Context: an optimization exercise on an open-source flow, tuned for small area, a short achievable clock period and few clock cycles per item. The choices shown serve that exercise and are no tape-out recipe. At most, simulation tests tie the RTL to the original design; equivalence was not proved. No activity file was given, so power comes from the tool's default toggle rates.

oak:
Design dither_core, start of the top module:
module dither_core #(
    parameter ACC_CELLS = 24
) (
    input  wire        clk,
    input  wire        rst,           
    input  wire        start,
    input  wire [1:0]  mode,
    input  wire [3:0]  fmt,
    input  wire [15:0] org_x,
    input  wire [15:0] org_y,
    input  wire [15:0] tile_w,
    input  wire [15:0] tile_h,
    output wire        busy,
    input  wire        pix_valid,
    output wire        pix_ready,
    input  wire [7:0]  pix_b0,
    input  wire [7:0]  pix_b1,
    output reg         out_valid,
    input  wire        out_ready,
    output reg         out_dark
);
export LEC_CHECK = 0
export CAP_MARGIN = 20
export CORE_MARGIN = 2
export CORE_UTILIZATION = 60
export SLEW_MARGIN = 20
create_clock -name core_clock -period 35.0 [get_ports {clk}]
standard.sh (not shown) runs the stock make flow with config.mk's settings and CLKGATE_MAP_FILE= SYNTH_SCRIPT=/design/flow/synth_recipe.tcl, a recipe that flattens the netlist after the stock synthesis.
==> flow/flow/run.sh <==
#!/bin/bash
# Standard synthesis, then the standard layout with these changes: the
# port buffers are plain buffers rather than the default delay-cell buffers,
# repair_timing aims for a setup margin (flow/margin.txt) so the paths are
# sized for speed, and the clock tree is built with the options in
# flow/cts_args.txt (no dummy loads, smaller buffers).
set -euo pipefail
MARGIN=$(cat flow/margin.txt)
CTS=$(cat flow/cts_args.txt)
bash standard.sh synth > synth.log 2>&1
bash standard.sh "BUFFER_PORTS_ARGS=-buffer_cell sky130_fd_sc_hd__buf_2" \
    "SETUP_SLACK_MARGIN=$MARGIN" "CTS_ARGS=$CTS" finish > layout.log 2>&1
==> flow/flow/cts_args.txt <==
-sink_clustering_enable -repair_clock_nets -dont_use_dummy_load -buf_list {sky130_fd_sc_hd__clkbuf_16} -sink_clustering_size 30 -sink_clustering_max_diameter 80
==> flow/flow/margin.txt <==
27.0
oak ran to completion and came out clean on the timing, DRC and antenna checks.
Testbench counts of oak, summed over its fixed seeds: cycles 29,690, pixels 27,820.
Edits applied to the flow inputs when going from oak to pine:
- swapping 60 for 68 in CORE_UTILIZATION
==> results.txt <==
pine: no failed stages, no open violations at the end. Relative to oak, fraction of area in multi-input gates has increased by 0.16 points in pine. The maximum clock frequency of pine is lower than that of oak. pine reports a higher total global-route track usage than oak does. pine vs oak, final HPWL from detailed placement went up by about 1.3%. Power: pine draws less than oak. Compared with oak, pine shows a higher minimum period implied by the final worst setup slack. Going from oak to pine, number of tap cells added at floorplan shrinks by 13%.
> inputs changed (pine -> birch)
==> flow/flow/cts_args.txt <==
-sink_clustering_enable -repair_clock_nets -dont_use_dummy_load -buf_list {sky130_fd_sc_hd__clkbuf_8 sky130_fd_sc_hd__clkbuf_16} -sink_clustering_size 20 -sink_clustering_max_diameter 50
Result: PASS for each of pine and birch. pine and birch ended up with nearly the same area used by multi-input combinational logic. Comparing pine and birch, the lower final core utilization is on pine. Compared with pine, in birch share of layout cells above drive strength 1 shows an increase of 0.61 points, via count of the routed design shows an increase of 298, count of clock-net buffers in the final layout shows an increase of 17, buffer share of cell area shows no meaningful change, number of standard cells in the final layout excluding fillers shows an increase of 16. Total clock sinks: pine vs birch identical. Changes observed in birch relative to pine: register share of the cell area decreased 0.68 points; clock share of power increased 5.9 points. birch ends up with lower multi-input combinational area share than pine does.
Input changes introduced in maple (baseline for comparison: birch):
- CORE_UTILIZATION: 68 -> 60
==> results.txt <==
There was hardly any difference in combinational power share between maple and birch. Non-clock buffer count (lower): maple. Where clock power is concerned, birch is outperformed by maple. Any difference in sequential power between maple and birch is small enough to ignore. Comparing birch with maple, the final hold slack came out essentially unchanged. Diff birch..maple | adder-cell area share of the yosys netlist | unchanged. Comparing birch and maple, the lower register-to-register slack is on birch. Going from birch to maple, via count shrank by a few percent. Compared maple vs birch, and met3 track utilization from global routing is down in maple. Diff birch and maple: effective utilization at floorplan lower in maple. Final critical delay including setup and external delays down 0.0084 ns in maple wrt birch.
Here is what was changed in the inputs of cedar compared with maple.
==> flow/flow/cts_args.txt <==
-sink_clustering_enable -repair_clock_nets -dont_use_dummy_load -buf_list {sky130_fd_sc_hd__clkbuf_16} -sink_clustering_size 50 -sink_clustering_max_diameter 70
Results
In cedar the setup skew after layout turned out 0.020 ns higher than in maple.
Higher area of all placed cells without fillers was reported by maple, not cedar.
Re part of the power in combinational logic: maple was lower than cedar.
maple and cedar ended up with nearly the same fraction of the cycle the final worst path needs.
Summary of cedar over maple: clock-buffer cell count went down 11, slew at the pin closest to its max-slew limit went down 0.0053 ns, non-clock buffer count went up about 5%, setup slack went down 0.012 ns, number of cells on the worst reg-to-reg path held.
cedar consumes less power than maple does.
NOTE: flop-to-flop setup slack in cedar falls short of that of maple

---

Another version of the RTL of dither_core (not shown whole).
For scale: about 95 I/O pins, roughly 0.027 mm^2 of cells after synthesis.
==> flow/design.v (excerpt) <==
module dither_core #(
    parameter ACC_CELLS = 24
) (
    input  wire        clk,
    input  wire        rst,           
    input  wire        start,
    input  wire [1:0]  mode,
    input  wire [3:0]  fmt,
    input  wire [15:0] org_x,
    input  wire [15:0] org_y,
    input  wire [15:0] tile_w,
    input  wire [15:0] tile_h,
    output wire        busy,
    input  wire        pix_valid,
    output wire        pix_ready,
    input  wire [7:0]  pix_b0,
    input  wire [7:0]  pix_b1,
    output reg         out_valid,
    input  wire        out_ready,
    output reg         out_dark
);
export LEC_CHECK = 0
export CAP_MARGIN = 20
export CORE_MARGIN = 2
export CORE_UTILIZATION = 60
export SLEW_MARGIN = 20
create_clock -name core_clock -period 35.0 [get_ports {clk}]
==> flow/flow/cts_args.txt <==
-sink_clustering_enable -repair_clock_nets -dont_use_dummy_load
Scripts as last shown in full above: flow/flow/run.sh, flow/flow/margin.txt
The starting point finished clean.
Change:
==> flow/flow/cts_args.txt (replaced) <==
-sink_clustering_enable -repair_clock_nets -dont_use_dummy_load -buf_list {sky130_fd_sc_hd__clkbuf_8 sky130_fd_sc_hd__clkbuf_16} -sink_clustering_size 20 -sink_clustering_max_diameter 50
After rerunning:
- The new run ran to the end with no violations
- routed wire length falls by 0.88%
- via count shrinks by 0.81%
- critical path depth stays the same
- worst setup slack gets better by 0.013 ns
Function was not checked in any run of this note: the RTL went through the layout flow alone.

## port drivers added, routing unchanged
How much do the figures lean on ideal ports? The routed layouts below were timed once more, with nothing changed but the port constraints. Step 1, drivers: a clkbuf_16 drives clk and a buf_2 each remaining input, both assumed. Step 2, shift: input delay + t, output delay - t, t = (earliest + latest rising clock arrival at the registers) / 2. This alone moves slack from input paths to output paths. Slacks: ideal / step 1 / step 2; pairs: ideal / step 1.
| run | t (ns) | setup slack, ns | worst slew at a driven data input, ns |
|---|---|---|---|
| oak | 0.633 | 27.002 / 26.942 / 26.613 | 0.06 |
| pine | 0.617 | 26.971 / 26.911 / 26.657 | 0.05 |
| birch | 0.607 | 27.011 / 26.955 / 26.642 | 0.05 |
| maple | 0.603 | 27.019 / 26.961 / 26.647 | 0.06 |
| cedar | 0.646 | 27.007 / 26.946 / 26.611 | 0.06 |
| the first run of note 2 | 0.601 | 26.999 / 26.940 / 26.720 | 0.05 |
| the second run of note 2 | 0.612 | 27.012 / 26.950 / 26.698 | 0.05 |
After both steps every run listed still meets setup and hold. The setup slack of cedar, which loses most, moves by -0.061 ns with the drivers and by -0.396 ns with both steps.
